From an optimization exercise on the open Yosys and OpenROAD flow, aimed at small area; shortcuts taken in it are not production practice. Function was checked by simulation only, so behaviour that the tests miss may differ from the original. Power and IR drop assume default switching activity.

$ cat config.mk
export PLATFORM = sky130hd
export DESIGN_NAME = frame_codec
export DESIGN_NICKNAME = frame_codec
export VERILOG_FILES = /design/flow/design.v
export SDC_FILE = /design/flow/constraint.sdc
export NUM_CORES = 4
export LEC_CHECK = 0
export CAP_MARGIN = 20
export CORE_MARGIN = 2
export CORE_UTILIZATION = 40
export SLEW_MARGIN = 20
$ cat flow/remap.tcl
# Re-map the combinational part of the standard synthesis netlist for area.
# Flip-flop cells are black boxes here, so they keep their names and types.
yosys read_liberty -ignore_miss_func $::env(REMAP_LIB)
yosys read_verilog $::env(REMAP_IN)
set ffs {}
foreach c [split [exec grep -o {sky130_fd_sc_hd__[a-z]*df[a-z0-9_]*} $::env(REMAP_IN) | sort -u] "\n"] {
  if {$c ne ""} { lappend ffs $c }
}
yosys blackbox {*}$ffs
yosys hierarchy -top $::env(FLOW_TOP)
yosys flatten
yosys opt_clean
set du {}
foreach c $::env(DONT_USE) { lappend du -dont_use $c }
yosys abc -script $::env(REMAP_ABC) -liberty $::env(REMAP_LIB) {*}$du
yosys opt_clean -purge
yosys rename -enumerate
yosys stat -liberty $::env(REMAP_LIB)
yosys write_verilog -noattr -noexpr -nohex -nodec $::env(REMAP_OUT)
$ cat flow/run.sh
#!/bin/bash
# Layout flow: the standard ORFS flow (standard.sh) with
#  1. the standard synthesis, unchanged (bash standard.sh synth);
#  2. its combinational cells re-mapped for area by ABC (remap.tcl): the
#     flip-flops, their names and cell types are kept as synthesis made them;
#  3. the rest of the standard flow (floorplan, power grid, tap cells,
#     placement, CTS, routing), with ports buffered by buf_1 and CTS built
#     from small clock buffers without dummy loads.
# Each tool writes its full output to a log file of its own here.
set -euo pipefail
export BUFFER_PORTS_ARGS="-buffer_cell sky130_fd_sc_hd__buf_1"
export CTS_ARGS="-sink_clustering_enable -repair_clock_nets -dont_use_dummy_load -buf_list sky130_fd_sc_hd__clkbuf_2"
R=orfs/results/$FLOW_PLATFORM/frame_codec/base
bash standard.sh synth > synth.log 2>&1
cp $R/1_2_yosys.v $R/1_2_yosys_standard.v
DONT_USE=$(make -s -C "$FLOW_HOME" DESIGN_CONFIG="$PWD/config.mk" WORK_HOME="$PWD/orfs" print-DONT_USE_CELLS 2>/dev/null | sed "s/^DONT_USE_CELLS: *//")
export REMAP_IN=$R/1_2_yosys_standard.v REMAP_OUT=$R/1_2_yosys.v DONT_USE
export REMAP_LIB=$FLOW_HOME/platforms/$FLOW_PLATFORM/lib/sky130_fd_sc_hd__tt_025C_1v80.lib
export REMAP_ABC=$PWD/flow/area.abc
yosys -c flow/remap.tcl > remap.log 2>&1
rm -f $R/1_synth.odb $R/1_synth.sdc
bash standard.sh finish > finish.log 2>&1
$ cat design.v
module frame_codec (
    input  wire        clk,
    input  wire        rst,
    input  wire        enc_start,
    output wire        enc_busy,
    output wire        tx_valid,
    output wire [7:0]  tx_data,
    output wire        tx_last,
    input  wire        tx_ready,
    input  wire        rx_valid,
    input  wire [7:0]  rx_data,
    input  wire        rx_end,
    output reg         res_valid,
    output wire [2:0]  res_kind,
    output wire [3:0]  res_reason,
    output reg  [16:0] res_len,
    output wire [7:0]  res_type,
    output wire [7:0]  res_cmd,
    output wire [15:0] res_dlen,
    output reg  [7:0]  res_chk_computed,
    output reg  [7:0]  res_chk_received,
    output wire [7:0]  res_code,
    output wire [7:0]  res_rssi,
    output wire [15:0] res_pc,
    output wire [95:0] res_epc
);
    reg [2:0] es;
    wire      busy = |es;
    always @(posedge clk) begin
        if (rst)
            es <= 3'd0;
        else if (busy ? tx_ready : enc_start)
            es <= es + 3'd1;
    end
    reg [7:0] inv_byte;
    always @(*) begin
        case (es)
            3'd1:    inv_byte = 8'hBB;
            3'd3:    inv_byte = 8'h22;
            3'd6:    inv_byte = 8'h22;
            3'd7:    inv_byte = 8'h7E;
            default: inv_byte = 8'h00;
        endcase
    end
    assign enc_busy = busy;
    assign tx_valid = busy;
    assign tx_data  = inv_byte;
    assign tx_last  = (es == 3'd7);
    localparam [31:0] HDR_SUCC = 32'h0222_0011;
    reg [16:0]  cnt;
    reg [7:0]   sum;         
    reg [7:0]   d1, d2;      
    reg         sok;         
    reg         hs;          
    reg [119:0] wb;          
    wire        sat   = &cnt;
    wire        low   = (cnt[16:5] == 12'd0);
    wire [16:0] cnt_n = (rx_valid && !sat) ? cnt + 17'd1 : cnt;
    wire [7:0]  sum_a = sum + d2;
    wire [31:0] whdr  = wb[31:0];
    wire [19:0] we;
    genvar g;
    generate
        for (g = 0; g < 20; g = g + 1) begin : g_we
            assign we[g] = rx_valid && low && (cnt[4:0] == g);
        end
    endgenerate
    always @(posedge clk) begin
        if (rst || rx_end)
            cnt <= 17'd0;
        else
            cnt <= cnt_n;
        if (rx_valid) begin
            d1  <= rx_data;
            d2  <= d1;
            sum <= (low && cnt[4:0] < 5'd3) ? 8'h00 : sum_a;
        end
        if (we[0])
            sok <= (rx_data == 8'hBB);
        if (we[5])
            hs <= (whdr == HDR_SUCC);
    end
    generate
        for (g = 0; g < 11; g = g + 1) begin : g_pay
            always @(posedge clk)
                if (we[g+5])
                    wb[119-8*g -: 8] <= rx_data;
        end
        for (g = 11; g < 15; g = g + 1) begin : g_hdr
            always @(posedge clk)
                if (we[g-10] || (we[g+5] && hs))
                    wb[119-8*g -: 8] <= rx_data;
        end
    endgenerate
    wire [7:0]  w_d1   = rx_valid ? rx_data : d1;
    wire [7:0]  w_d2   = rx_valid ? d1 : d2;
    wire [7:0]  w_sum  = rx_valid ? sum_a : sum;
    wire [15:0] w_dlen = hs ? HDR_SUCC[15:0] : whdr[15:0];
    wire [7:0]  s5     = wb[119:112];
    wire f_empty = (cnt_n == 17'd0);
    wire f_short = (cnt_n[16:3] == 14'd0);
    wire f_mark  = !sok || (w_d1 != 8'h7E);
    wire f_chk   = (w_sum != w_d2);
    wire f_len   = ({1'b0, w_dlen} + 17'd7 != cnt_n);
    wire p_succ  = hs || (whdr[31:16] == HDR_SUCC[31:16]);
    wire p_err   = !hs && (whdr[31:16] == 16'h01FF);
    wire l17     = hs;
    wire l1      = (whdr[15:0] == 16'd1);
    reg [3:0] oc_n;
    always @(*) begin
        if (f_empty)      oc_n = 4'd1;
        else if (f_short) oc_n = 4'd2;
        else if (f_mark)  oc_n = 4'd3;
        else if (f_chk)   oc_n = 4'd4;
        else if (f_len)   oc_n = 4'd5;
        else if (p_succ)  oc_n = l17 ? 4'd13 : 4'd6;
        else if (p_err)   oc_n = l1 ? ((s5 == 8'h15) ? 4'd14 : 4'd15) : 4'd7;
        else              oc_n = 4'd8;
    end
    wire n_chk  = !f_short && !f_mark && f_chk;
    wire n_succ = (oc_n == 4'd13);
    reg [3:0]   oc;
    reg         rhs;         
    reg [119:0] rb;          
    always @(posedge clk) begin
        if (rst) begin
            res_valid        <= 1'b0;
            oc               <= 4'd0;
            rhs              <= 1'b0;
            res_len          <= 17'd0;
            res_chk_computed <= 8'h00;
            res_chk_received <= 8'h00;
            rb[111:32]       <= 80'h0;
        end else if (rx_end) begin
            res_valid        <= 1'b1;
            oc               <= oc_n;
            rhs              <= hs && !f_short;
            res_len          <= cnt_n;
            res_chk_computed <= n_chk ? w_sum : 8'h00;
            res_chk_received <= n_chk ? w_d2  : 8'h00;
            rb[111:32]       <= n_succ ? wb[111:32] : 80'h0;
        end else if (rx_valid) begin
            res_valid <= 1'b0;
        end
        if (rx_end) begin
            rb[119:112] <= wb[119:112];
            rb[31:0]    <= wb[31:0];
        end
    end
    wire o_x    = oc[3] & oc[2];
    wire o_succ = o_x & !oc[1];
    wire o_tag  = o_x & oc[1];
    wire o_hdr  = o_x | (oc > 4'd2);      
    wire [31:0] hdr_out = rhs ? HDR_SUCC : (o_hdr ? rb[31:0] : 32'h0);
    assign res_kind   = o_x ? {1'b0, oc[1:0]} : {(oc != 4'd0), 2'b00};
    assign res_reason = o_x ? 4'd0 : oc;
    assign res_rssi   = o_succ ? rb[119:112] : 8'h00;
    assign res_code   = o_tag  ? rb[119:112] : 8'h00;
    assign res_pc     = rb[111:96];
    assign res_epc    = {rb[95:32], (o_succ ? rb[31:0] : 32'h0)};
    assign res_type   = hdr_out[31:24];
    assign res_cmd    = hdr_out[23:16];
    assign res_dlen   = hdr_out[15:0];
endmodule
$ cat flow/area.abc
&get -n
&st
&dch
&nf -p -R 1000
&put
$ cat constraint.sdc
create_clock -name core_clock -period 6.0 [get_ports {clk}]
set_input_delay 1.2000 -clock core_clock [delete_from_list [all_inputs] [get_ports {clk}]]
set_output_delay 1.2000 -clock core_clock [all_outputs]
set_load 0.01 [all_outputs]
$ cat standard.sh
#!/bin/bash
# synth_recipe.tcl (not shown) runs the flow's synth.tcl, then flattens the netlist and writes it again
# the make line also repeats each setting of config.mk as NAME=value (left out here)
make -C /OpenROAD-flow-scripts/flow DESIGN_CONFIG=/design/flow/config.mk WORK_HOME=/design/flow/orfs CLKGATE_MAP_FILE= SYNTH_SCRIPT=/design/flow/synth_recipe.tcl "${@:-finish}"
==> impl_metrics.sql, run 1 <==
INSERT INTO impl_metrics (metric_group, metric, value, unit) VALUES
('outcome', 'run_status', 'finished clean', ''),
('drt', 'dr.pass1.iters', '5', ''),
('global_route', 'number_of_antenna_violations_at_the_first_check_in_global_routing', '1', ''),
('floorplan', 'die-height', '178', 'µm'),
('clocking', 'cts.sink_count', '325', ''),
('layout', 'synthToLayoutAreaGrowth', '15.9', '%'),
('clocking', 'cts_buffers', '79', ''),
('global_route', 'met2_usage', '0.293', ''),
('synthesis', 'synth.cell_area', '12100', 'µm²'),
('place', 'hpwlAfterDp', '20200', 'µm'),
('hold_path', 'hold_end', 'rb[81]$_SDFFE_PP0P_', ''),
('power_and_ir_drop', 'netSwitchingPower', '0.952', 'mW'),
('worst_setup_path', 'critical-path-max-stage-delay', '0.47', 'ns'),
('layout', 'layout.nets', '1309', ''),
('worst_setup_path', 'critPathArrivalTime', '5.72', 'ns'),
('global_route', 'gr-usage-met3', '0.0413', ''),
('floorplan', 'core-area', '29700', 'µm²'),
('clocking', 'htree_levels', '3', ''),
('job', 'maxCapViolations', '0', ''),
('clocking', 'cts_hold_buffers', '0', ''),
('global_route', 'gr-max-usage-layer', 'met2', ''),
('synthesis', 'syn_inst_count', '969', ''),
('worst_setup_path', 'list_of_cells_traversed_by_the_critical_path', 'nand4_1, nor2_1, nand4_1, nor2_1, nand2_1, and2_0, nand2_1, nor2_1, and2_0, and3_1, xnor2_1, xnor2_1, nand2_1, a2111oi_0, nand4_1, nor2_1, nand2_1, nor2_4, buf_12, a22o_1', ''),
('hold_path', 'hp-class', 'register to register', ''),
('worst_setup_path', 'setup.reg_to_reg.worst_slack', '0.98', 'ns'),
('clocking', 'root_buffer', 'sky130_fd_sc_hd__clkbuf_2', ''),
('clocking', 'post-cts-setup-buffers', '0', ''),
('global_route', 'maximum_number_of_pins_on_one_net_before_global_route_repair', '93', ''),
('power_and_ir_drop', 'p_sw_frac', '0.253', ''),
('worst_setup_path', 'crit-reg2reg-launch', 'cnt[2]$_SDFF_PP0_', ''),
('worst_setup_path', 'critical-path-slowest-cell', 'sky130_fd_sc_hd__dfxtp_1', ''),
('drt', 'ant_nets', '0', ''),
('clocking', 'clkSlewWorstSetupHoldPaths', '0.09', 'ns'),
('place', 'routabilityCongestion', '0.824', ''),
('layout', 'post_route_cells_drive_above_1_share', '0.0797', ''),
('power_and_ir_drop', 'max-vdd-ir-drop', '117', 'µV'),
('clocking', 'tritoncts', 'done', ''),
('sta', 'report.final.slew_viol_count', '0', ''),
('sta', 'hold-worst-slack', '0.398', 'ns'),
('worst_setup_path', 'startpoint_type', 'register', ''),
('global_route', 'first_global_vias', '8040', ''),
('global_route', 'grt_usage', '0.186', ''),
('floorplan', 'initial_utilization', '0.408', ''),
('power_and_ir_drop', 'share_of_power_burned_in_the_clock_network', '0.285', ''),
('drt', 'remaining_drc_errors', '0', ''),
('drt', 'wirelength_per_cell', '17.8', 'µm'),
('sta', 'setup_viol', '0', ''),
('worst_setup_path', 'end_kind', 'register', ''),
('synthesis', 'avgSynthCellArea', '12.5', 'µm²'),
('layout', 'layout.core_utilization', '0.473', ''),
('power_and_ir_drop', 'seq_power_share', '0.640', ''),
('synthesis', 'ys_warn_count', '1', ''),
('sta', 'rsz_0062_raised_after_global_routing', 'false', ''),
('floorplan', 'die_width', '178', 'µm'),
('global_route', 'globalRouteOverflowTotal', '0', ''),
('worst_setup_path', 'worstReg2RegEnd', 'rb[89]$_SDFFE_PP0P_', ''),
('sta', 'finalCritPeriodShare', '0.837', ''),
('drt', 'detailedRoute.firstIterationViolations', '598', ''),
('worst_setup_path', 'rr_worst_depth', '20', ''),
('sta', 'timing.fmax', '199', 'MHz'),
('worst_setup_path', 'path_max_fanout', '66', ''),
('sta', 'hold_viol', '0', ''),
('floorplan', 'placementRows', '63', ''),
('worst_setup_path', 'worst-endpoint-required', '6.70', 'ns'),
('sta', 'tns', '0', 'ns'),
('sta', 'fin_skew', '0.137', 'ns'),
('power_and_ir_drop', 'part_of_the_total_power_dissipated_in_combinational_logic', '0.075', ''),
('global_route', 'first_pass_grt_wire_length', '45000', 'µm'),
('drt', 'dr_total_vias', '8689', ''),
('power_and_ir_drop', 'overall_power', '3.76', 'mW'),
('clocking', 'clockBufferDepth', '3', '');
==> per-stage QoR <==
step	worst slack (ns)	instances	area [µm²]
3_5_place_dp	0.706	1604	13700
5_1_grt	0.326	1685	14100
2_1_floorplan	0.554	969	12100
6_report	0.980	1685	14100
3_3_place_gp	0.907	1604	13700
4_1_cts	1.09	1683	14000
==> state kept, by name, summed over array words and instances, names as in the netlist, 3 cells and up <==
name              cells
res_chk_computed      8
res_len              17
wb                  120
d2                    8
res_chk_received      8
d1                    8
rb                  120
es                    3
sum                   8
oc                    4
cnt                  17
==> metal layers <==
layer	share of wire	routed length [µm]
met5	0	0
met4	0.015	449
met3	0.071	2130
met2	0.47	14000
met1	0.45	13400
==> critical path: cells and delay by family, from the launching register on <==
kind	cells	cell delay (ns)
flops	1	0.47
buf+inv	1	0.32
compound gates	2	0.49
simple gates	15	3.13
xor+xnor	2	0.49
==> layout by cell type, fill, tap and decap left out, types with 10 or more instances in the layout <==
cell and n:
sky130_fd_sc_hd__and3_1 10, sky130_fd_sc_hd__buf_4 18, sky130_fd_sc_hd__nand4_1 19, sky130_fd_sc_hd__a22o_1 81
sky130_fd_sc_hd__nor2_1 78, sky130_fd_sc_hd__clkbuf_2 81, sky130_fd_sc_hd__edfxtp_1 170, sky130_fd_sc_hd__nor3_1 11
sky130_fd_sc_hd__xnor2_1 27, sky130_fd_sc_hd__nand2b_1 10, sky130_fd_sc_hd__o21ai_0 55, sky130_fd_sc_hd__xor2_1 17
sky130_fd_sc_hd__dfxtp_1 155, sky130_fd_sc_hd__and2_0 32, sky130_fd_sc_hd__nor4_1 14, sky130_fd_sc_hd__nand2_1 89
sky130_fd_sc_hd__nor2b_1 59, sky130_fd_sc_hd__nand3_1 15, sky130_fd_sc_hd__buf_1 223, sky130_fd_sc_hd__clkinv_1 15
sky130_fd_sc_hd__a21oi_1 27
==> layout make-up <==
| cell class | count | area (µm²) | area share |
|---|---|---|---|
| flip-flops and latches | 325 | 8210 | 0.584 |
| multi-input cells | 629 | 3880 | 0.276 |
| repair buffers | 245 | 1020 | 0.0728 |
| well taps | 390 | 488 | 0.0347 |
| clock buffers | 79 | 395 | 0.0281 |
| inverters | 15 | 56.3 | 0.00401 |
| diodes | 2 | 5.00 | 0.000356 |
==> power groups by stage <==
stage          registers [mW]  logic, mW  clock network (mW)
2_1_floorplan            2.45      0.173                   0
3_3_place_gp             2.46      0.280                   0
3_5_place_dp             2.46      0.281                   0
4_1_cts                  2.41      0.283                1.13
5_1_grt                  2.42      0.313                1.22
6_report                 2.41      0.280                1.07
==> how the worst max path moves through the flow <==
stage                            from                    to  slack, ns  depth (start not counted)
CTS                 cnt[2]$_SDFF_PP0_   rb[89]$_SDFFE_PP0P_       1.09                         20
finish              cnt[2]$_SDFF_PP0_   rb[89]$_SDFFE_PP0P_       0.98                         20
global placement             rx_valid   rb[85]$_SDFFE_PP0P_       0.91                         16
global route        cnt[2]$_SDFF_PP0_   rb[86]$_SDFFE_PP0P_       0.33                         20
floorplan                    rx_valid  rb[100]$_SDFFE_PP0P_       0.55                         14
detailed placement           rx_valid   rb[52]$_SDFFE_PP0P_       0.71                         16
==> inputs of run 2 (changes only) <==
--- a/design.v
+++ b/design.v
@@ -14,10 +14,10 @@
     output wire [2:0]  res_kind,
     output wire [3:0]  res_reason,
-    output reg  [16:0] res_len,
+    output wire [16:0] res_len,
     output wire [7:0]  res_type,
     output wire [7:0]  res_cmd,
     output wire [15:0] res_dlen,
-    output reg  [7:0]  res_chk_computed,
-    output reg  [7:0]  res_chk_received,
+    output wire [7:0]  res_chk_computed,
+    output wire [7:0]  res_chk_received,
     output wire [7:0]  res_code,
     output wire [7:0]  res_rssi,
@@ -58,5 +58,6 @@
     wire [16:0] cnt_n = (rx_valid && !sat) ? cnt + 17'd1 : cnt;
     wire [7:0]  sum_a = sum + d2;
-    wire [31:0] whdr  = wb[31:0];
+    wire [31:0] whdr  = ~wb[31:0];
+    wire [7:0]  rx_n  = ~rx_data;
     wire [19:0] we;
     genvar g;
@@ -85,10 +86,10 @@
             always @(posedge clk)
                 if (we[g+5])
-                    wb[119-8*g -: 8] <= rx_data;
+                    wb[119-8*g -: 8] <= rx_n;
         end
         for (g = 11; g < 15; g = g + 1) begin : g_hdr
             always @(posedge clk)
                 if (we[g-10] || (we[g+5] && hs))
-                    wb[119-8*g -: 8] <= rx_data;
+                    wb[119-8*g -: 8] <= rx_n;
         end
     endgenerate
@@ -97,5 +98,5 @@
     wire [7:0]  w_sum  = rx_valid ? sum_a : sum;
     wire [15:0] w_dlen = hs ? HDR_SUCC[15:0] : whdr[15:0];
-    wire [7:0]  s5     = wb[119:112];
+    wire [7:0]  s5     = ~wb[119:112];
     wire f_empty = (cnt_n == 17'd0);
     wire f_short = (cnt_n[16:3] == 14'd0);
@@ -128,16 +129,12 @@
             oc               <= 4'd0;
             rhs              <= 1'b0;
-            res_len          <= 17'd0;
-            res_chk_computed <= 8'h00;
-            res_chk_received <= 8'h00;
-            rb[111:32]       <= 80'h0;
+            rb[111:79]       <= {33{1'b1}};
+            rb[78:32]        <= 47'h0;
         end else if (rx_end) begin
             res_valid        <= 1'b1;
             oc               <= oc_n;
             rhs              <= hs && !f_short;
-            res_len          <= cnt_n;
-            res_chk_computed <= n_chk ? w_sum : 8'h00;
-            res_chk_received <= n_chk ? w_d2  : 8'h00;
-            rb[111:32]       <= n_succ ? wb[111:32] : 80'h0;
+            rb[111:79]       <= n_succ ? wb[111:79] : ~{cnt_n, w_sum, w_d2};
+            rb[78:32]        <= n_succ ? ~wb[78:32] : 47'h0;
         end else if (rx_valid) begin
             res_valid <= 1'b0;
@@ -152,11 +149,17 @@
     wire o_tag  = o_x & oc[1];
     wire o_hdr  = o_x | (oc > 4'd2);      
-    wire [31:0] hdr_out = rhs ? HDR_SUCC : (o_hdr ? rb[31:0] : 32'h0);
+    wire o_ns   = (oc != 4'd0) && !o_succ;
+    wire o_chk  = (oc == 4'd4);
+    wire [119:0] rp     = {~rb[119:79], rb[78:32], ~rb[31:0]};
+    wire [31:0] hdr_out = rhs ? HDR_SUCC : (o_hdr ? rp[31:0] : 32'h0);
     assign res_kind   = o_x ? {1'b0, oc[1:0]} : {(oc != 4'd0), 2'b00};
     assign res_reason = o_x ? 4'd0 : oc;
-    assign res_rssi   = o_succ ? rb[119:112] : 8'h00;
-    assign res_code   = o_tag  ? rb[119:112] : 8'h00;
-    assign res_pc     = rb[111:96];
-    assign res_epc    = {rb[95:32], (o_succ ? rb[31:0] : 32'h0)};
+    assign res_rssi   = o_succ ? rp[119:112] : 8'h00;
+    assign res_code   = o_tag  ? rp[119:112] : 8'h00;
+    assign res_pc     = o_succ ? rp[111:96] : 16'h0;
+    assign res_epc    = {(o_succ ? rp[95:79] : 17'h0), rp[78:32], (o_succ ? rp[31:0] : 32'h0)};
+    assign res_len    = o_succ ? 17'd24 : (o_ns ? rp[111:95] : 17'd0);
+    assign res_chk_computed = o_chk ? rp[94:87] : 8'h00;
+    assign res_chk_received = o_chk ? rp[86:79] : 8'h00;
     assign res_type   = hdr_out[31:24];
     assign res_cmd    = hdr_out[23:16];
--- a/flow/run.sh
+++ b/flow/run.sh
@@ -2,6 +2,7 @@
 # Layout flow: the standard ORFS flow (standard.sh) with
 #  1. the standard synthesis, unchanged (bash standard.sh synth);
-#  2. its combinational cells re-mapped for area by ABC (remap.tcl): the
-#     flip-flops, their names and cell types are kept as synthesis made them;
+#  2. its combinational cells re-mapped for area by ABC (remap.tcl, with
+#     each abc*.abc script in turn; the smallest netlist is kept): the
+#     flip-flops, their names and cell types stay as synthesis made them;
 #  3. the rest of the standard flow (floorplan, power grid, tap cells,
 #     placement, CTS, routing), with ports buffered by buf_1 and CTS built
@@ -15,8 +16,19 @@
 cp $R/1_2_yosys.v $R/1_2_yosys_standard.v
 DONT_USE=$(make -s -C "$FLOW_HOME" DESIGN_CONFIG="$PWD/config.mk" WORK_HOME="$PWD/orfs" print-DONT_USE_CELLS 2>/dev/null | sed "s/^DONT_USE_CELLS: *//")
-export REMAP_IN=$R/1_2_yosys_standard.v REMAP_OUT=$R/1_2_yosys.v DONT_USE
+export DONT_USE REMAP_IN=$R/1_2_yosys_standard.v
 export REMAP_LIB=$FLOW_HOME/platforms/$FLOW_PLATFORM/lib/sky130_fd_sc_hd__tt_025C_1v80.lib
-export REMAP_ABC=$PWD/flow/area.abc
-yosys -c flow/remap.tcl > remap.log 2>&1
+best=""; best_area=""
+for s in flow/abc*.abc; do
+  n=$(basename $s .abc)
+  REMAP_ABC=$PWD/$s REMAP_OUT=$R/1_2_yosys_$n.v yosys -c flow/remap.tcl > remap_$n.log 2>&1 || continue
+  a=$(grep "Chip area" remap_$n.log | tail -1 | awk '{print $NF}')
+  std=$(grep "Chip area" $R/1_2_yosys_$n.v.std_stat | tail -1 | awk '{print $NF}')
+  echo "$n $a (standard $std)" >> remap_areas.log
+  # a sanity bound: a re-mapping never shrinks the netlist this much
+  awk -v a="$a" -v s="$std" 'BEGIN{exit !(a > 0.6*s)}' || continue
+  if [[ -z "$best" ]] || awk -v a="$a" -v b="$best_area" 'BEGIN{exit !(a<b)}'; then best=$n; best_area=$a; fi
+done
+echo "best $best $best_area" >> remap_areas.log
+cp $R/1_2_yosys_$best.v $R/1_2_yosys.v
 rm -f $R/1_synth.odb $R/1_synth.sdc
 bash standard.sh finish > finish.log 2>&1
==> flow/abc1.abc (new file) <==
&get -n
&st
&dch
&nf -p -R 1000
&put
==> flow/abc2.abc (new file) <==
strash
dc2
ifraig
dch -f
&get -n
&nf -p -R 1000
&put
==> flow/abc3.abc (new file) <==
strash
ifraig
dch -f
amap
==> flow/abc4.abc (new file) <==
strash
ifraig
dch -f
&get -n
&nf -p -R 1000 -E 100
&put
--- a/flow/remap.tcl
+++ b/flow/remap.tcl
@@ -9,4 +9,5 @@
 yosys blackbox {*}$ffs
 yosys hierarchy -top $::env(FLOW_TOP)
+yosys tee -o $::env(REMAP_OUT).std_stat stat -liberty $::env(REMAP_LIB)
 yosys flatten
 yosys opt_clean
removed: flow/area.abc
==> impl_metrics.sql, run 2 <==
INSERT INTO impl_metrics (metric_group, metric, value, unit) VALUES
('worst_setup_path', 'critPathTopFamily', 'simple AND/OR/NAND/NOR gates', ''),
('worst_setup_path', 'startpoint_type', 'register', ''),
('floorplan', 'die_width', '173', 'µm'),
('sta', 'setup_viol', '0', ''),
('clocking', 'clkSlewWorstSetupHoldPaths', '0.10', 'ns'),
('sta', 'fin_skew', '0.0927', 'ns'),
('sta', 'timing.fmax', '193', 'MHz'),
('power_and_ir_drop', 'leakage', '4.49', 'nW'),
('layout', 'fin_cells', '1724', ''),
('layout', 'layout.core_utilization', '0.476', ''),
('global_route', 'grt_usage', '0.203', ''),
('layout', 'synthToLayoutAreaGrowth', '16.6', '%'),
('drt', 'wirelength_per_cell', '17.8', 'µm'),
('worst_setup_path', 'worst-endpoint-required', '6.70', 'ns'),
('place', 'placedCellCount', '1649', ''),
('sta', 'tns', '0', 'ns'),
('power_and_ir_drop', 'overall_power', '3.43', 'mW'),
('clocking', 'tritoncts', 'done', ''),
('synthesis', 'syn_inst_count', '1025', ''),
('drt', 'detailedRoute.firstIterationViolations', '549', ''),
('place', 'port-buffer-count', '225', ''),
('sta', 'report.final.slew_viol_count', '0', ''),
('layout', 'layout.nets', '1361', ''),
('floorplan', 'placementRows', '61', ''),
('worst_setup_path', 'path_class', 'register to register', ''),
('layout', 'layout_commonest_cell', 'sky130_fd_sc_hd__nor2_1', ''),
('layout', 'final.fill_count', '2695', ''),
('sta', 'slew_headroom', '0.381', ''),
('sta', 'setup_ws', '0.806', 'ns'),
('place', 'dp_worst_setup_slack', '-0.0177', 'ns'),
('place', 'routabilityCongestion', '0.872', ''),
('place', 'detailed_place.area', '12900', 'µm²'),
('drt', 'vias_per_cell', '5.15', ''),
('synthesis', 'ys_warn_count', '1', ''),
('layout', 'layout_common_cells', 'sky130_fd_sc_hd__nor2_1, sky130_fd_sc_hd__buf_1, sky130_fd_sc_hd__edfxtp_1, sky130_fd_sc_hd__dfxtp_1, sky130_fd_sc_hd__nand2_1', ''),
('synthesis', 'synth.cell_area', '11400', 'µm²'),
('sta', 'final.min_clock_period', '5.19', 'ns'),
('synthesis', 'avgSynthCellArea', '11.1', 'µm²'),
('layout', 'stdcell_area', '13300', 'µm²'),
('drt', 'ant_nets', '0', ''),
('floorplan', 'die_footprint', '29900', 'µm²'),
('worst_setup_path', 'path_buf_inv', '1', ''),
('place', 'hpwlAfterDp', '20900', 'µm'),
('worst_setup_path', 'critical-path-max-stage-delay', '0.61', 'ns'),
('floorplan', 'core-area', '27900', 'µm²'),
('sta', 'hold-worst-slack', '0.402', 'ns'),
('worst_setup_path', 'critical-path-top-cell-by-count', 'sky130_fd_sc_hd__nand2_1', ''),
('sta', 'hold_viol', '0', ''),
('drt', 'routed_wl', '30700', 'µm'),
('sta', 'tightestPinTransition', '0.925', 'ns'),
('global_route', 'first_pass_grt_wire_length', '47100', 'µm'),
('hold_path', 'hp-class', 'register to register', ''),
('global_route', 'first_global_vias', '8399', ''),
('sta', 'rsz_0062_raised_after_global_routing', 'false', ''),
('global_route', 'globalRouteOverflowTotal', '0', ''),
('floorplan', 'io_pins', '226', ''),
('job', 'maxCapViolations', '0', ''),
('synthesis', 'synth_fp_nets', '1039', ''),
('clocking', 'root_buffer', 'sky130_fd_sc_hd__clkbuf_2', ''),
('worst_setup_path', 'list_of_cells_traversed_by_the_critical_path', 'nand2_1, or3_1, nand2b_1, nor2_1, nand3_1, nor2b_1, nor2b_1, nand2_1, xor2_1, o221ai_1, a2111oi_0, nand2_1, or4_1, nand2b_4, buf_4, o21ai_0', ''),
('floorplan', 'initial_utilization', '0.408', ''),
('drt', 'dr.pass1.iters', '5', ''),
('worst_setup_path', 'critPathArrivalTime', '5.90', 'ns'),
('sta', 'finalCritPeriodShare', '0.866', ''),
('worst_setup_path', 'end_kind', 'register', ''),
('clocking', 'clockBufferDepth', '3', ''),
('layout', 'reg_top3', 'rb x120, wb x120, cnt x17', ''),
('global_route', 'maximum_number_of_pins_on_one_net_before_global_route_repair', '57', ''),
('drt', 'dr_total_vias', '8872', ''),
('clocking', 'cts.sink_count', '292', ''),
('layout', 'post_route_cells_drive_above_1_share', '0.0751', ''),
('power_and_ir_drop', 'powerDensity', '258', 'nW/µm²'),
('floorplan', 'die-height', '173', 'µm'),
('clocking', 'htree_levels', '3', ''),
('clocking', 'clock_latency', '0.80', 'ns'),
('drt', 'remaining_drc_errors', '0', ''),
('global_route', 'number_of_antenna_violations_at_the_first_check_in_global_routing', '1', ''),
('worst_setup_path', 'path_max_fanout', '38', ''),
('worst_setup_path', 'critical-path-slowest-cell', 'sky130_fd_sc_hd__or4_1', ''),
('clocking', 'cts_hold_buffers', '0', ''),
('power_and_ir_drop', 'max-vdd-ir-drop', '134', 'µV'),
('outcome', 'run_status', 'finished clean', ''),
('clocking', 'cts_buffers', '74', '');
[run 2: routing by layer]
layer  vias to the layer above  share of wire  GRT usage
met2                       340           0.46      0.326
met3                        49          0.068     0.0457
met5                         -              0          0
li1                       4337              -          -
met4                         0          0.022     0.0717
met1                      4146           0.45      0.271
[run 2: report_power, final]
part | switching [mW] | total (mW) | leakage, nW | internal, mW
Combinational | 0.157 | 0.237 | 1.62 | 0.0800
Sequential | 0.0387 | 2.20 | 2.57 | 2.16
Clock | 0.679 | 0.999 | 0.307 | 0.320
Total | 0.875 | 3.43 | 4.49 | 2.56
[run 2: worst paths after layout]
| kind | startpoint | to | slack (ns) | depth (start not counted) |
|---|---|---|---|---|
| max | cnt[0]$_SDFF_PP0_ | rb[60]$_SDFFE_PP0P_ | 0.81 | 16 |
| min | wb[64]$_DFFE_PP_ | rb[64]$_SDFFE_PP0P_ | 0.40 | 1 |
| max reg2reg | cnt[0]$_SDFF_PP0_ | rb[60]$_SDFFE_PP0P_ | 0.81 | 16 |
| min reg2reg | wb[64]$_DFFE_PP_ | rb[64]$_SDFFE_PP0P_ | 0.40 | 1 |
[run 2: layout make-up]
class                      instances  area, µm²  share of cell area
antenna                            1       2.50            0.000188
clock buffer                      74        370              0.0279
inverter                          16       60.1             0.00452
multi-input combinational        717       3810               0.287
sequential                       292       7550               0.568
tap                              378        473              0.0356
timing repair buffer             246       1020              0.0771
[run 2: worst register-to-register path, cell delays in order, from the launching register on]
cell and delay (ns):
sky130_fd_sc_hd__dfxtp_1 0.59, sky130_fd_sc_hd__nand2_1 0.12, sky130_fd_sc_hd__or3_1 0.38, sky130_fd_sc_hd__nand2b_1 0.21
sky130_fd_sc_hd__nor2_1 0.21, sky130_fd_sc_hd__nand3_1 0.16, sky130_fd_sc_hd__nor2b_1 0.27, sky130_fd_sc_hd__nor2b_1 0.23
sky130_fd_sc_hd__nand2_1 0.09, sky130_fd_sc_hd__xor2_1 0.40, sky130_fd_sc_hd__o221ai_1 0.19, sky130_fd_sc_hd__a2111oi_0 0.60
sky130_fd_sc_hd__nand2_1 0.20, sky130_fd_sc_hd__or4_1 0.61, sky130_fd_sc_hd__nand2b_4 0.37, sky130_fd_sc_hd__buf_4 0.34
sky130_fd_sc_hd__o21ai_0 0.18
[run 2: repair_timing]
| item | CTS | global route |
|---|---|---|
| setup endpoints to repair | 0 | 33 |
| hold endpoints to repair | 0 | 0 |
| gates resized for setup | 0 | 1 |
| setup buffers | 0 | 0 |
==> inputs of run 3 (changes only) <==
--- a/design.v
+++ b/design.v
@@ -103,5 +103,9 @@
     wire f_mark  = !sok || (w_d1 != 8'h7E);
     wire f_chk   = (w_sum != w_d2);
-    wire f_len   = ({1'b0, w_dlen} + 17'd7 != cnt_n);
+    wire [16:0] la = cnt_n;
+    wire [16:0] lb = ~{1'b0, whdr[15:0]};
+    wire [16:0] lk = 17'd6;
+    wire [16:0] lc = {(lk[15:0] & la[15:0] & lb[15:0]) | (~lk[15:0] & (la[15:0] | lb[15:0])), 1'b0};
+    wire f_len   = hs ? (cnt_n != 17'd24) : |(la ^ lb ^ lk ^ lc);
     wire p_succ  = hs || (whdr[31:16] == HDR_SUCC[31:16]);
     wire p_err   = !hs && (whdr[31:16] == 16'h01FF);
--- a/flow/run.sh
+++ b/flow/run.sh
@@ -11,5 +11,5 @@
 set -euo pipefail
 export BUFFER_PORTS_ARGS="-buffer_cell sky130_fd_sc_hd__buf_1"
-export CTS_ARGS="-sink_clustering_enable -repair_clock_nets -dont_use_dummy_load -buf_list sky130_fd_sc_hd__clkbuf_2"
+export CTS_ARGS="-sink_clustering_enable -repair_clock_nets -dont_use_dummy_load -buf_list sky130_fd_sc_hd__clkbuf_4 -sink_clustering_size 10 -sink_clustering_max_diameter 80"
 R=orfs/results/$FLOW_PLATFORM/frame_codec/base
 bash standard.sh synth > synth.log 2>&1
--- a/config.mk
+++ b/config.mk
@@ -8,4 +8,4 @@
 export CAP_MARGIN = 20
 export CORE_MARGIN = 2
-export CORE_UTILIZATION = 40
+export CORE_UTILIZATION = 65
 export SLEW_MARGIN = 20
==> impl_metrics.sql, run 3 <==
INSERT INTO impl_metrics (metric_group, metric, value, unit) VALUES
('outcome', 'run_status', 'finished clean', ''),
('clocking', 'cts_resized', '0', ''),
('global_route', 'maximum_number_of_pins_on_one_net_before_global_route_repair', '48', ''),
('drt', 'detailedRoute.firstIterationViolations', '686', ''),
('power_and_ir_drop', 'share_of_power_burned_in_the_clock_network', '0.262', ''),
('layout', 'final.fill_count', '1240', ''),
('power_and_ir_drop', 'netSwitchingPower', '0.762', 'mW'),
('place', 'hpwlAfterDp', '18400', 'µm'),
('place', 'port-buffer-count', '225', ''),
('drt', 'routed_wl', '27200', 'µm'),
('power_and_ir_drop', 'powerDensity', '256', 'nW/µm²'),
('synthesis', 'avgSynthCellArea', '11.5', 'µm²'),
('hold_path', 'hold_end', 'rb[35]$_SDFFE_PP0P_', ''),
('job', 'maxCapViolations', '0', ''),
('layout', 'post_route_cells_drive_above_1_share', '0.0425', ''),
('drt', 'dr_total_vias', '8523', ''),
('floorplan', 'die-height', '135', 'µm'),
('sta', 'timing.fmax', '189', 'MHz'),
('clocking', 'tritoncts', 'done', ''),
('drt', 'vias_per_cell', '5.79', ''),
('clocking', 'cts.sink_count', '292', ''),
('worst_setup_path', 'list_of_cells_traversed_by_the_critical_path', 'nand3_1, nor2_1, and4_1, and4b_1, a21boi_0, nor2b_1, and2_0, and3_1, o21ai_0, xnor2_1, o21ai_0, a211oi_1, o2111ai_1, nor4_1, nand4_1, a21o_1, nor2b_1, nand2_1, buf_4, nand2_1, o21ai_0', ''),
('synthesis', 'synth.cell_area', '11200', 'µm²'),
('floorplan', 'initial_utilization', '0.656', ''),
('floorplan', 'die_footprint', '18300', 'µm²'),
('clocking', 'clockBufferDepth', '3', ''),
('global_route', 'grt_usage', '0.293', ''),
('global_route', 'gr-max-usage-layer', 'met2', ''),
('sta', 'rsz_0062_raised_after_global_routing', 'false', ''),
('sta', 'slew_headroom', '0.333', ''),
('layout', 'layout_common_cells', 'sky130_fd_sc_hd__buf_1, sky130_fd_sc_hd__nor2_1, sky130_fd_sc_hd__edfxtp_1, sky130_fd_sc_hd__dfxtp_1, sky130_fd_sc_hd__nand2_1', ''),
('sta', 'final.min_clock_period', '5.29', 'ns'),
('power_and_ir_drop', 'part_of_the_total_power_dissipated_in_combinational_logic', '0.066', ''),
('sta', 'hold-worst-slack', '0.430', 'ns'),
('global_route', 'gr-usage-met3', '0.0599', ''),
('worst_setup_path', 'critical-path-top-cell-by-count', 'sky130_fd_sc_hd__o21ai_0', ''),
('sta', 'finalCritPeriodShare', '0.882', ''),
('drt', 'wirelength_per_cell', '18.4', 'µm'),
('layout', 'layout.nets', '1263', ''),
('synthesis', 'ys_warn_count', '1', ''),
('worst_setup_path', 'path_class', 'register to register', ''),
('synthesis', 'synth_fp_nets', '989', ''),
('worst_setup_path', 'startpoint_type', 'register', ''),
('clocking', 'clock_latency', '0.62', 'ns'),
('sta', 'tns', '0', 'ns'),
('place', 'placedCellCount', '1437', ''),
('worst_setup_path', 'setup.reg_to_reg.worst_slack', '0.71', 'ns'),
('drt', 'ant_nets', '0', ''),
('sta', 'setup_viol', '0', ''),
('hold_path', 'hp-start', 'wb[35]$_DFFE_PP_', ''),
('clocking', 'clkSlewWorstSetupHoldPaths', '0.11', 'ns'),
('floorplan', 'io_pins', '226', ''),
('layout', 'layout.core_utilization', '0.745', ''),
('global_route', 'met2_usage', '0.472', ''),
('power_and_ir_drop', 'seq_power_share', '0.672', ''),
('worst_setup_path', 'path_max_fanout', '16', ''),
('layout', 'reg_top3', 'rb x120, wb x120, cnt x17', ''),
('floorplan', 'core-area', '17100', 'µm²'),
('worst_setup_path', 'rr_worst_depth', '21', ''),
('layout', 'fin_cells', '1473', ''),
('sta', 'tightestPinTransition', '0.994', 'ns'),
('drt', 'remaining_drc_errors', '0', ''),
('power_and_ir_drop', 'p_sw_frac', '0.233', ''),
('clocking', 'cts_buffers', '35', ''),
('clocking', 'root_buffer', 'sky130_fd_sc_hd__clkbuf_4', ''),
('clocking', 'post-cts-setup-buffers', '0', ''),
('global_route', 'globalRouteOverflowTotal', '0', ''),
('layout', 'layout_commonest_cell', 'sky130_fd_sc_hd__buf_1', ''),
('sta', 'fin_skew', '0.0629', 'ns'),
('clocking', 'cts_hold_buffers', '0', ''),
('global_route', 'grt.met1_usage', '0.399', ''),
('worst_setup_path', 'critPathArrivalTime', '5.79', 'ns'),
('hold_path', 'min_delay_path_depth', '1', ''),
('worst_setup_path', 'end_kind', 'register', ''),
('clocking', 'htree_levels', '2', ''),
('power_and_ir_drop', 'max-vdd-ir-drop', '261', 'µV'),
('layout', 'synthToLayoutAreaGrowth', '13.5', '%'),
('sta', 'hold_viol', '0', ''),
('worst_setup_path', 'critical-path-slowest-cell', 'sky130_fd_sc_hd__dfxtp_1', ''),
('worst_setup_path', 'critical-path-max-stage-delay', '0.59', 'ns'),
('synthesis', 'syn_inst_count', '975', ''),
('hold_path', 'hp-class', 'register to register', ''),
('floorplan', 'die_width', '135', 'µm'),
('worst_setup_path', 'worstReg2RegEnd', 'rb[87]$_SDFFE_PP1P_', ''),
('power_and_ir_drop', 'leakage', '4.29', 'nW'),
('floorplan', 'placementRows', '48', ''),
('global_route', 'first_pass_grt_wire_length', '40900', 'µm'),
('global_route', 'first_global_vias', '7549', ''),
('power_and_ir_drop', 'overall_power', '3.26', 'mW'),
('place', 'routabilityCongestion', '0.894', ''),
('layout', 'register_area', '7550', 'µm²'),
('worst_setup_path', 'worst-endpoint-required', '6.50', 'ns'),
('worst_setup_path', 'crit-reg2reg-launch', 'cnt[4]$_SDFF_PP0_', ''),
('power_and_ir_drop', 'power.internal', '2.50', 'mW'),
('global_route', 'number_of_antenna_violations_at_the_first_check_in_global_routing', '1', ''),
('layout', 'multi_input_comb_area', '3630', 'µm²'),
('drt', 'dr.pass1.iters', '5', ''),
('sta', 'report.final.slew_viol_count', '0', '');
[run 3: metal layers]
metal,wire length (µm),up-vias
met5,0,-
met4,895,0
met3,2380,70
met2,12800,388
met1,11100,4012
li1,-,4053
[run 3: power by group through the flow]
stage	Sequential, mW	Combinational, mW	Clock, mW
2_1_floorplan	2.23	0.132	0
3_3_place_gp	2.24	0.208	0
3_5_place_dp	2.24	0.214	0
4_1_cts	2.19	0.215	0.867
5_1_grt	2.20	0.237	0.947
6_report	2.19	0.215	0.856
[run 3: worst max-delay path by stage]
stage,slack (ns),cells after the start,end,from
3_3_place_gp,0.74,18,rb[87]$_SDFFE_PP1P_,rx_valid
4_1_cts,0.86,21,rb[83]$_SDFFE_PP1P_,cnt[4]$_SDFF_PP0_
2_1_floorplan,1.22,16,rb[79]$_SDFFE_PP1P_,rx_valid
5_1_grt,0.1,21,rb[83]$_SDFFE_PP1P_,cnt[2]$_SDFF_PP0_
3_5_place_dp,0.57,18,rb[84]$_SDFFE_PP1P_,rx_valid
6_report,0.71,21,rb[87]$_SDFFE_PP1P_,cnt[4]$_SDFF_PP0_
[run 3: area by class of cell]
cell class	instances	share of cell area
Sequential cell	292	0.592
Timing Repair Buffer	237	0.0752
Antenna cell	1	0.000196
Inverter	17	0.00501
Clock buffer	35	0.0206
Tap cell	225	0.0221
Multi-Input combinational cell	666	0.285
[run 3: critical path, delay by kind of cell (launching register included)]
family / cells / cell delay (ns)
AND/OR/NAND/NOR: 12 / 2.68
AO/OA/AOI/OAI: 7 / 1.48
flip-flops: 1 / 0.59
buffers and inverters: 1 / 0.22
XOR/XNOR: 1 / 0.21
[run 3: through the flow]
| stage | cell area [µm²] | setup WS [ns] |
|---|---|---|
| after floorplan | 11200 | 1.22 |
| after global placement | 12400 | 0.740 |
| after detailed placement | 12500 | 0.567 |
| after CTS | 12700 | 0.858 |
| after global routing | 12700 | 0.0974 |
| final | 12700 | 0.706 |
==> inputs of run 4 (changes only) <==
--- a/config.mk
+++ b/config.mk
@@ -6,6 +6,7 @@
 export NUM_CORES = 4
 export LEC_CHECK = 0
-export CAP_MARGIN = 20
+export CAP_MARGIN = 0
 export CORE_MARGIN = 2
 export CORE_UTILIZATION = 65
-export SLEW_MARGIN = 20
+export GPL_TIMING_DRIVEN = 0
+export SLEW_MARGIN = 0
==> impl_metrics.sql, run 4 <==
INSERT INTO impl_metrics (metric_group, metric, value, unit) VALUES
('outcome', 'run_status', 'finished clean', ''),
('drt', 'dr_total_vias', '8455', ''),
('floorplan', 'initial_utilization', '0.656', ''),
('clocking', 'root_buffer', 'sky130_fd_sc_hd__clkbuf_4', ''),
('power_and_ir_drop', 'power.internal', '2.50', 'mW'),
('synthesis', 'synth_fp_nets', '989', ''),
('clocking', 'clkSlewWorstSetupHoldPaths', '0.10', 'ns'),
('layout', 'post_route_cells_drive_above_1_share', '0.0396', ''),
('global_route', 'first_global_vias', '7436', ''),
('global_route', 'first_pass_grt_wire_length', '39700', 'µm'),
('place', 'dp_worst_setup_slack', '-1.04', 'ns'),
('global_route', 'globalRouteOverflowTotal', '0', ''),
('drt', 'dr.pass1.iters', '9', ''),
('drt', 'remaining_drc_errors', '0', ''),
('worst_setup_path', 'path_max_fanout', '44', ''),
('floorplan', 'placementRows', '48', ''),
('power_and_ir_drop', 'seq_power_share', '0.673', ''),
('power_and_ir_drop', 'share_of_power_burned_in_the_clock_network', '0.262', ''),
('layout', 'reg_top3', 'rb x120, wb x120, cnt x17', ''),
('power_and_ir_drop', 'netSwitchingPower', '0.755', 'mW'),
('worst_setup_path', 'worst-endpoint-required', '6.55', 'ns'),
('sta', 'rsz_0062_raised_after_global_routing', 'false', ''),
('drt', 'detailedRoute.firstIterationViolations', '787', ''),
('worst_setup_path', 'critical-path-slowest-cell', 'sky130_fd_sc_hd__nor2b_4', ''),
('drt', 'routed_wl', '26400', 'µm'),
('clocking', 'cts_buffers', '35', ''),
('worst_setup_path', 'end_kind', 'register', ''),
('synthesis', 'syn_inst_count', '975', ''),
('worst_setup_path', 'critical-path-max-stage-delay', '0.52', 'ns'),
('floorplan', 'die_width', '135', 'µm'),
('worst_setup_path', 'path_class', 'primary input to register', ''),
('sta', 'tightestPinTransition', '1.32', 'ns'),
('floorplan', 'io_pins', '226', ''),
('layout', 'synthToLayoutAreaGrowth', '13.3', '%');
==> run 4: power by group through the flow <==
stage	sequential, mW	combinational (mW)	clock (mW)
after global routing	2.20	0.231	0.927
after global placement	2.24	0.201	0
after CTS	2.19	0.209	0.862
after detailed placement	2.24	0.208	0
after floorplan	2.23	0.132	0
final	2.19	0.210	0.853
==> run 4: layout make-up <==
type                    count  area share
clock buffers              35      0.0207
diodes                      2    0.000394
flip-flops and latches    292       0.593
repair buffers            228      0.0716
well taps                 225      0.0221
inverters                  17     0.00502
multi-input cells         666       0.287
==> run 4: how the worst max path moves through the flow <==
| stage | to | slack [ns] | cells past startpoint |
|---|---|---|---|
| floorplan | rb[79]$_SDFFE_PP1P_ | 1.22 | 16 |
| global placement | rb[82]$_SDFFE_PP1P_ | -1.73 | 17 |
| detailed placement | rb[92]$_SDFFE_PP1P_ | -1.04 | 17 |
| CTS | rb[86]$_SDFFE_PP1P_ | 0.15 | 20 |
| global route | rb[81]$_SDFFE_PP1P_ | 0.07 | 20 |
| finish | rb[86]$_SDFFE_PP1P_ | 0.58 | 17 |
==> run 4: stage by stage <==
stage / cell area (µm²) / setup TNS (ns) / utilization / instances
2_1_floorplan: 11200 / 0 / - / 975
3_3_place_gp: 12400 / -125.62 / 0.722 / 1425
3_5_place_dp: 12400 / -66.35 / 0.726 / 1428
4_1_cts: 12700 / 0 / 0.742 / 1463
5_1_grt: 12700 / 0 / 0.743 / 1464
6_report: 12700 / 0 / 0.743 / 1465
==> run 4: what timing repair did <==
action,in CTS,in global routing
gates resized for setup,3,8
setup endpoints to repair,63,78
hold buffers,0,0
==> run 4: per-layer routing <==
| layer | global-route usage | up-vias | routed length (µm) |
|---|---|---|---|
| met3 | 0.0539 | 42 | 1970 |
| met1 | 0.391 | 4044 | 11200 |
| met4 | 0.0828 | 0 | 567 |
| met2 | 0.465 | 329 | 12600 |
| met5 | 0 | - | 0 |
| li1 | - | 4040 | - |

## static timing again, ports no longer ideal
The flow's constraints put no driver on any port. The routed layouts listed below were extracted and timed again, unchanged, in two steps.
Step 1, drivers: a clkbuf_16 drives clk and a buf_2 each remaining input, both assumed.
Step 2 also shifts input and output timing later by t, the mid clock arrival at the registers, as if the neighbouring blocks saw the same clock.
Three values: ideal, step 1, step 2; two values: the first two.
run	shift t [ns]	setup slack, ns	cell pins on the clock port's net
run 1	0.797	0.980 / 0.980 / 0.578	1
run 2	0.796	0.806 / 0.806 / 0.332	1
run 3	0.627	0.706 / 0.706 / 0.467	1
run 4	0.651	0.577 / 0.590 / -0.062	1
With both steps, setup timing fails in run 4, where it was met with ideal ports. The setup slack of run 4, which loses most, moves by +0.013 ns with the drivers and by -0.639 ns with both steps.
